Background: an optimization exercise with open tools, aiming at small area, a short achievable clock period and few clock cycles per item. Do not read the settings as production practice.
Function was checked by simulation only, so behaviour that the tests miss may differ from the original.

==> flow/design.v <==
module zcc_pixel (
    input  wire        clk,
    input  wire        rst,
    input  wire        in_valid,
    output wire        in_ready,
    input  wire [1:0]  in_matrix,    
    input  wire        in_range,     
    input  wire [1:0]  in_depth,     
    input  wire        in_mono,      
    input  wire        in_hx,        
    input  wire        in_hy,        
    input  wire [15:0] in_y,
    input  wire [63:0] in_u,         
    input  wire [63:0] in_v,
    input  wire [15:0] in_a,
    output wire        out_valid,
    input  wire        out_ready,
    output wire [15:0] out_r,
    output wire [15:0] out_g,
    output wire [15:0] out_b,
    output wire [15:0] out_a
);
    localparam W = 72;
    localparam [2:0] S_IDLE = 3'd0, S_MUL = 3'd1, S_SCALE = 3'd2,
                     S_DIV = 3'd3, S_OUT = 3'd4;
    reg [2:0] state;
    reg [4:0] cnt;
    reg [1:0] matrix;
    reg       limited;
    reg [1:0] depth;
    reg signed [18:0] dy, du, dv;
    reg signed [W-1:0] acc_r, acc_g, acc_b;
    reg [W-1:0]        dsr;           
    reg [W-1:0]        maxd;          
    reg [15:0]         q_r, q_g, q_b;
    reg [15:0]         res_r, res_g, res_b, res_a;
    reg [1:0]          sat_r, sat_g, sat_b;    
    function [4:0] dbits(input [1:0] dc);
        case (dc)
            2'd0: dbits = 5'd8;
            2'd1: dbits = 5'd10;
            2'd2: dbits = 5'd12;
            default: dbits = 5'd16;
        endcase
    endfunction
    wire [4:0]  in_d    = dbits(in_depth);
    wire [16:0] in_maxv = (17'd1 << in_d) - 17'd1;
    wire [17:0] in_mid4 = 18'd4 << (in_d - 5'd1);      
    wire [17:0] in_s16  = 18'd16 << (in_d - 5'd8);     
    wire [17:0] in_s64  = 18'd64 << (in_d - 5'd8);     
    function [17:0] bil4(input [63:0] p, input hx, input hy);
        reg [17:0] p0, p1, p2, p3;
        begin
            p0 = {2'b00, p[15:0]};
            p1 = {2'b00, p[31:16]};
            p2 = {2'b00, p[47:32]};
            p3 = {2'b00, p[63:48]};
            case ({hy, hx})
                2'b00: bil4 = p0 << 2;
                2'b01: bil4 = (p0 + p1) << 1;
                2'b10: bil4 = (p0 + p2) << 1;
                default: bil4 = p0 + p1 + p2 + p3;
            endcase
        end
    endfunction
    wire [17:0] in_u4 = in_mono ? in_mid4 : bil4(in_u, in_hx, in_hy);
    wire [17:0] in_v4 = in_mono ? in_mid4 : bil4(in_v, in_hx, in_hy);
    wire        in_ident = (in_matrix == 2'd3);
    wire [17:0] in_oy = in_range ? in_s16 : 18'd0;
    wire [17:0] in_oc = in_ident ? (in_range ? in_s64 : 18'd0) : in_mid4;
    wire signed [18:0] in_dy = $signed({3'b000, in_y}) - $signed({1'b0, in_oy});
    wire signed [18:0] in_du = $signed({1'b0, in_u4}) - $signed({1'b0, in_oc});
    wire signed [18:0] in_dv = $signed({1'b0, in_v4}) - $signed({1'b0, in_oc});
    wire [15:0] in_aout = ({1'b0, in_a} > in_maxv) ? in_maxv[15:0] : in_a;
    reg signed [39:0] ky_r, ky_g, ky_b, ku_g, ku_b, kv_r, kv_g;
    reg [W-1:0]       dbase;    
    always @(*) begin
        ky_r = 0; ky_g = 0; ky_b = 0;
        ku_g = 0; ku_b = 0; kv_r = 0; kv_g = 0;
        dbase = 0;
        case ({limited, matrix})
            3'b0_00: begin    
                ky_r = 40'sd1174000;     kv_r = 40'sd411487;
                ku_g = -40'sd101004;     kv_g = -40'sd209599;
                ku_b = 40'sd520082;      dbase = 72'd1174000;
            end
            3'b1_00: begin    
                ky_r = 40'sd262976000;   kv_r = 40'sd90115653;
                ku_g = -40'sd22119876;   kv_g = -40'sd45902181;
                ku_b = 40'sd113897958;   dbase = 72'd57591744000;
            end
            3'b0_01: begin    
                ky_r = 40'sd35760000;    kv_r = 40'sd14078712;
                ku_g = -40'sd1674679;    kv_g = -40'sd4185031;
                ku_b = 40'sd16589064;    dbase = 72'd35760000;
            end
            3'b1_01: begin    
                ky_r = 40'sd8010240000;  kv_r = 40'sd3083237928;
                ku_g = -40'sd366754701;  kv_g = -40'sd916521789;
                ku_b = 40'sd3633005016;  dbase = 72'd1754242560000;
            end
            3'b0_10: begin    
                ky_r = 40'sd135600000;   kv_r = 40'sd49988940;
                ku_g = -40'sd5578351;    kv_g = -40'sd19368871;
                ku_b = 40'sd63779460;    dbase = 72'd135600000;
            end
            3'b1_10: begin    
                ky_r = 40'sd30374400000; kv_r = 40'sd10947577860;
                ku_g = -40'sd1221658869; kv_g = -40'sd4241782749;
                ku_b = 40'sd13967701740; dbase = 72'd6651993600000;
            end
            3'b0_11: begin    
                dbase = 72'd4;
            end
            default: begin    
                dbase = 72'd876;
            end
        endcase
        if (matrix != 2'd3) begin
            ky_g = ky_r;
            ky_b = ky_r;
        end else begin
            ky_g = 40'sd4;
            kv_r = 40'sd1;
            ku_b = 40'sd1;
        end
    end
    wire [4:0]   d     = dbits(depth);
    wire [W-1:0] dval  = limited ? (dbase << (d - 5'd8)) : dbase;
    wire        neg = (cnt == 5'd18);
    wire        by  = dy[cnt];
    wire        bu  = du[cnt];
    wire        bv  = dv[cnt];
    function signed [W-1:0] term(input b, input n, input signed [39:0] k);
        begin
            if (!b)
                term = 0;
            else if (n)
                term = -{{(W-40){k[39]}}, k};
            else
                term = {{(W-40){k[39]}}, k};
        end
    endfunction
    wire signed [W-1:0] nxt_r = (acc_r <<< 1) + term(by, neg, ky_r) + term(bv, neg, kv_r);
    wire signed [W-1:0] nxt_g = (acc_g <<< 1) + term(by, neg, ky_g) + term(bu, neg, ku_g)
                                              + term(bv, neg, kv_g);
    wire signed [W-1:0] nxt_b = (acc_b <<< 1) + term(by, neg, ky_b) + term(bu, neg, ku_b);
    function signed [W-1:0] scl(input signed [W-1:0] n, input lim, input [4:0] dd);
        begin
            if (lim)
                scl = (n <<< dd) - n;
            else
                scl = n;
        end
    endfunction
    wire signed [W-1:0] s_r = scl(acc_r, limited, d);
    wire signed [W-1:0] s_g = scl(acc_g, limited, d);
    wire signed [W-1:0] s_b = scl(acc_b, limited, d);
    function [1:0] classify(input signed [W-1:0] x, input [W-1:0] md);
        begin
            if (x <= 0)
                classify = 2'd1;
            else if ($unsigned(x) >= md)
                classify = 2'd2;
            else
                classify = 2'd0;
        end
    endfunction
    wire [16:0] maxv = (17'd1 << d) - 17'd1;
    wire        ge_r = $unsigned(acc_r) >= dsr;
    wire        ge_g = $unsigned(acc_g) >= dsr;
    wire        ge_b = $unsigned(acc_b) >= dsr;
    function [15:0] pick(input [1:0] sat, input [15:0] q, input [15:0] mx);
        begin
            case (sat)
                2'd1: pick = 16'd0;
                2'd2: pick = mx;
                default: pick = q;
            endcase
        end
    endfunction
    always @(posedge clk) begin
        if (rst) begin
            state <= S_IDLE;
            cnt   <= 5'd0;
        end else begin
            case (state)
                S_IDLE: begin
                    if (in_valid) begin
                        matrix <= in_matrix;
                        limited <= in_range;
                        depth <= in_depth;
                        dy <= in_dy;
                        du <= in_du;
                        dv <= in_dv;
                        res_a <= in_aout;
                        acc_r <= 0;
                        acc_g <= 0;
                        acc_b <= 0;
                        cnt <= 5'd18;
                        state <= S_MUL;
                    end
                end
                S_MUL: begin
                    acc_r <= nxt_r;
                    acc_g <= nxt_g;
                    acc_b <= nxt_b;
                    if (cnt == 5'd0)
                        state <= S_SCALE;
                    else
                        cnt <= cnt - 5'd1;
                end
                S_SCALE: begin
                    sat_r <= classify(s_r, (dval << d) - dval);
                    sat_g <= classify(s_g, (dval << d) - dval);
                    sat_b <= classify(s_b, (dval << d) - dval);
                    acc_r <= (s_r <<< 1) + $signed(dval);
                    acc_g <= (s_g <<< 1) + $signed(dval);
                    acc_b <= (s_b <<< 1) + $signed(dval);
                    dsr <= dval << 16;
                    q_r <= 16'd0;
                    q_g <= 16'd0;
                    q_b <= 16'd0;
                    cnt <= 5'd15;
                    state <= S_DIV;
                end
                S_DIV: begin
                    if (ge_r) acc_r <= acc_r - $signed(dsr);
                    if (ge_g) acc_g <= acc_g - $signed(dsr);
                    if (ge_b) acc_b <= acc_b - $signed(dsr);
                    q_r <= {q_r[14:0], ge_r};
                    q_g <= {q_g[14:0], ge_g};
                    q_b <= {q_b[14:0], ge_b};
                    dsr <= dsr >> 1;
                    if (cnt == 5'd0) begin
                        state <= S_OUT;
                        res_r <= pick(sat_r, {q_r[14:0], ge_r}, maxv[15:0]);
                        res_g <= pick(sat_g, {q_g[14:0], ge_g}, maxv[15:0]);
                        res_b <= pick(sat_b, {q_b[14:0], ge_b}, maxv[15:0]);
                    end else begin
                        cnt <= cnt - 5'd1;
                    end
                end
                S_OUT: begin
                    if (out_ready)
                        state <= S_IDLE;
                end
                default: state <= S_IDLE;
            endcase
        end
    end
    assign in_ready  = (state == S_IDLE);
    assign out_valid = (state == S_OUT);
    assign out_r = res_r;
    assign out_g = res_g;
    assign out_b = res_b;
    assign out_a = res_a;
endmodule
==> flow/run.sh <==
#!/bin/bash
# synth_recipe.tcl (not shown) runs the flow's synth.tcl, then flattens the netlist and writes it again
# the make line also repeats each setting of config.mk as NAME=value (left out here)
make -C /OpenROAD-flow-scripts/flow DESIGN_CONFIG=/design/flow/config.mk WORK_HOME=/design/flow/orfs CLKGATE_MAP_FILE= SYNTH_SCRIPT=/design/flow/synth_recipe.tcl finish
==> flow/config.mk <==
export PLATFORM = sky130hd
export DESIGN_NAME = zcc_pixel
export DESIGN_NICKNAME = zcc_pixel
export VERILOG_FILES = /design/flow/design.v
export SDC_FILE = /design/flow/constraint.sdc
export NUM_CORES = 4
export LEC_CHECK = 0
export CAP_MARGIN = 20
export CORE_MARGIN = 2
export CORE_UTILIZATION = 40
export PLACE_DENSITY = 0.6
export SLEW_MARGIN = 20
==> flow/constraint.sdc <==
create_clock -name core_clock -period 12.0 [get_ports {clk}]
set_input_delay 2.4000 -clock core_clock [delete_from_list [all_inputs] [get_ports {clk}]]
set_output_delay 2.4000 -clock core_clock [all_outputs]
set_load 0.01 [all_outputs]
==> results.txt <==
worst register-to-register path: cells and delay by family, from the launching register on:
family	cells	cell delay, ps
AOI/OAI and AO/OA	10	3500
and+or+nand+nor	8	2130
adders and majority gates	5	1870
buffers and inverters	8	1820
DFF	1	350
xor gates and xnor gates	2	310
cells by family after synthesis:
| group | after synthesis | share of synthesized area |
|---|---|---|
| AO/OA/AOI/OAI | 4149 | 0.266 |
| XOR/XNOR | 920 | 0.0807 |
| adder cells (fa/ha/maj) | 1563 | 0.220 |
| buffers and inverters | 1372 | 0.0524 |
| flip-flops | 473 | 0.141 |
| multiplexers | 345 | 0.0602 |
| other | 2 | 0.0000752 |
| AND/OR/NAND/NOR | 3736 | 0.179 |
through the flow:
step	instance area, um^2
floorplan	100000
global placement	106000
detailed placement	106000
CTS	109000
global route	109000
finish	109000
sequential cells by signal (all words and copies together) (netlist names), 3 cells and up:
register and cells:
res_b 16, state 3, res_g 16, dsr 72, q_b 15, q_g 15, res_a 16, q_r 15
acc_g 72, res_r 16, dv 19, dy 19, acc_b 72, acc_r 72, du 19, cnt 5
layout make-up:
cell class,instances,area [um^2]
tap,3330,4170
sequential,473,14100
inverter,779,2930
clock buffer,84,1850
fill,25300,140000
antenna,30,75.1
clock inverter,45,598
multi-input combinational,10800,81100
timing repair buffer,446,4050
worst max-delay path by stage:
stage,startpoint,end,slack (ps)
5_1_grt,matrix[0]$_DFFE_PP_,acc_g[70]$_SDFFCE_PN0P_,1310
3_5_place_dp,matrix[0]$_DFFE_PP_,acc_g[70]$_SDFFCE_PN0P_,2000
6_report,matrix[0]$_DFFE_PP_,acc_g[70]$_SDFFCE_PN0P_,1730
3_3_place_gp,matrix[1]$_DFFE_PP_,sat_g[1]$_SDFFCE_PP0P_,1650
4_1_cts,matrix[0]$_DFFE_PP_,acc_g[70]$_SDFFCE_PN0P_,1950
2_1_floorplan,limited$_DFFE_PP_,acc_g[70]$_SDFFCE_PN0P_,3510
cell usage after synthesis, drive strengths merged, types with 215 or more instances:
master,instances,share of area
xnor2,553,0.049
nor2,1167,0.044
nand4,215,0.013
a21o,566,0.043
a21oi,1253,0.063
nor3,227,0.011
edfxtp,465,0.14
ha,1238,0.16
inv,775,0.029
o21ai,854,0.043
fa,322,0.065
xor2,367,0.032
nand2,944,0.036
clkbuf,445,0.017
nand3,251,0.013
layer usage:
metal,share of wire,GRT usage,routed length [um]
met1,0.37,0.467,192000
met4,0.081,0.271,41700
met2,0.43,0.599,220000
met3,0.11,0.125,58800
met5,0.00059,0,301
==> results.txt <==
number of flops mapped to enable cells by yosys 465; worst-case reg-to-reg path depth 33; final WL 513000 um; CP max stage cell a2111oi_0; # rows 183; Seq cells post-synth 473; Setup crit end kind flop; cts-stage hold buffer count 0; count of buffers from port buffering 237; clock buffer depth 3; R2R Path End acc_g[70]$_SDFFCE_PN0P_; yosys warns 1; post-synthesis sequential area ratio 0.141; Max stage delay on crit path 960 ps; Iter 0 DRT Violations 12.3k; Place WS 2000 ps; Min-Delay Path Class reg2reg; critical path's top delay family compound AO/OA/AOI/OAI gates; Num CTS Buffers 71; DR DRC count 0; Placed Cells 15.8k; TritonCTS clock tree yes; Post-CTS Setup Bufs 0; sum of negative setup slack 0 ps; Netlist cell types 121; Vias 104k; period utilisation layout 0.856; crit path kind reg2reg; Slew @ Worst Pin 1410 ps; post_cts resized 0; worst-path fanout max 29; drt first pass iters 8; outcome complete, no violations; RSZ-0062 raised after global routing no; Worst R2R Start matrix[0]$_DFFE_PP_; Hold Violations, Final 0; vias in the first global route 99.6k; gr ovfl total 0; layout overhead on the synthesized area 9.07%; Crit path arrival time 10750 ps; Mapped Area 0.0998 mm^2; post-DP HPWL 413000 um; worst skew pair latency 800 ps; commonest cells after routing, fill and taps aside a21oi_1, ha_1, nor2_1, nand2_1, o21ai_0; crit-path most repeated cell nor2_1; die height 504 um; Routed Antenna Nets 0; Hold Path End res_g[15]$_DFFE_PP_; normalized max-slew margin 0.0581; first-pass GRT wire length 719000 um; Critical Path Stages 33; CTS Sinks 473; Setup violations, final 0; hold path depth 1; Core Area 0.248 mm^2; I/O pins 238; largest net degree at the start of global routing 114; wire per inst 32.1 um; root buf cell clkbuf_16; layout net count 14.3k; Tmin final 10270 ps; layout cells sized above 1 0.0597; Finished Layout Cells 16.0k; final worst slack 1730 ps; GRT Total Usage 0.392; DR vias/cell 6.53; CP Data Required Time 12480 ps; H-Tree Depth 3; Worst-path clk slew 70 ps; hold_sp q_g[14]$_SDFFCE_PN0P_; asr flop ratio synth 0; initial antenna violation count 60; Max-Cap Viols 0; Post-Synthesis Cells 12.6k; Main synth FF type edfxtp_1; Die ar. 0.254 mm^2; Buf/Inv on CP 8; final slew viol count 0; utilization after layout 0.438; Startpoint Class flop; Setup Skew 74.3 ps; worst hold margin 530 ps; r2r setup slk 1730 ps; f_max 0.0974 GHz; most common cell after layout, fill and taps aside a21oi_1; starting density of the core 0.402; Avg Inst Size Synth 7.95 um^2; Final GP Congestion 1.06; Die W 504 um
Testbench counts, summed over its fixed seeds: cycles 311,296, pixels 8,192.

static timing again, ports no longer ideal:
The flow's constraints put no driver on any port. The routed layout listed below was extracted and timed again, unchanged, in two steps. Step 1: set_driving_cell puts a clkbuf_16 on clk and a buf_2 on each other input, an assumption about the parent block. Step 2 times the ports against the registers' clock, not the clock port: input delays grow and output delays shrink by t, the midpoint of the rising clock arrivals with the driver on. a / b / c = no drivers / after step 1 / after step 2; a / b = the first two.
shift t [ns]: 0.851
setup WS [ns]: 1.729 / 1.729 / 1.729
pins driven straight from the clock port: 1
After both steps setup and hold are still met in this run. The setup slack of this run moves by 0.000 ns with the drivers and by 0.000 ns with both steps.
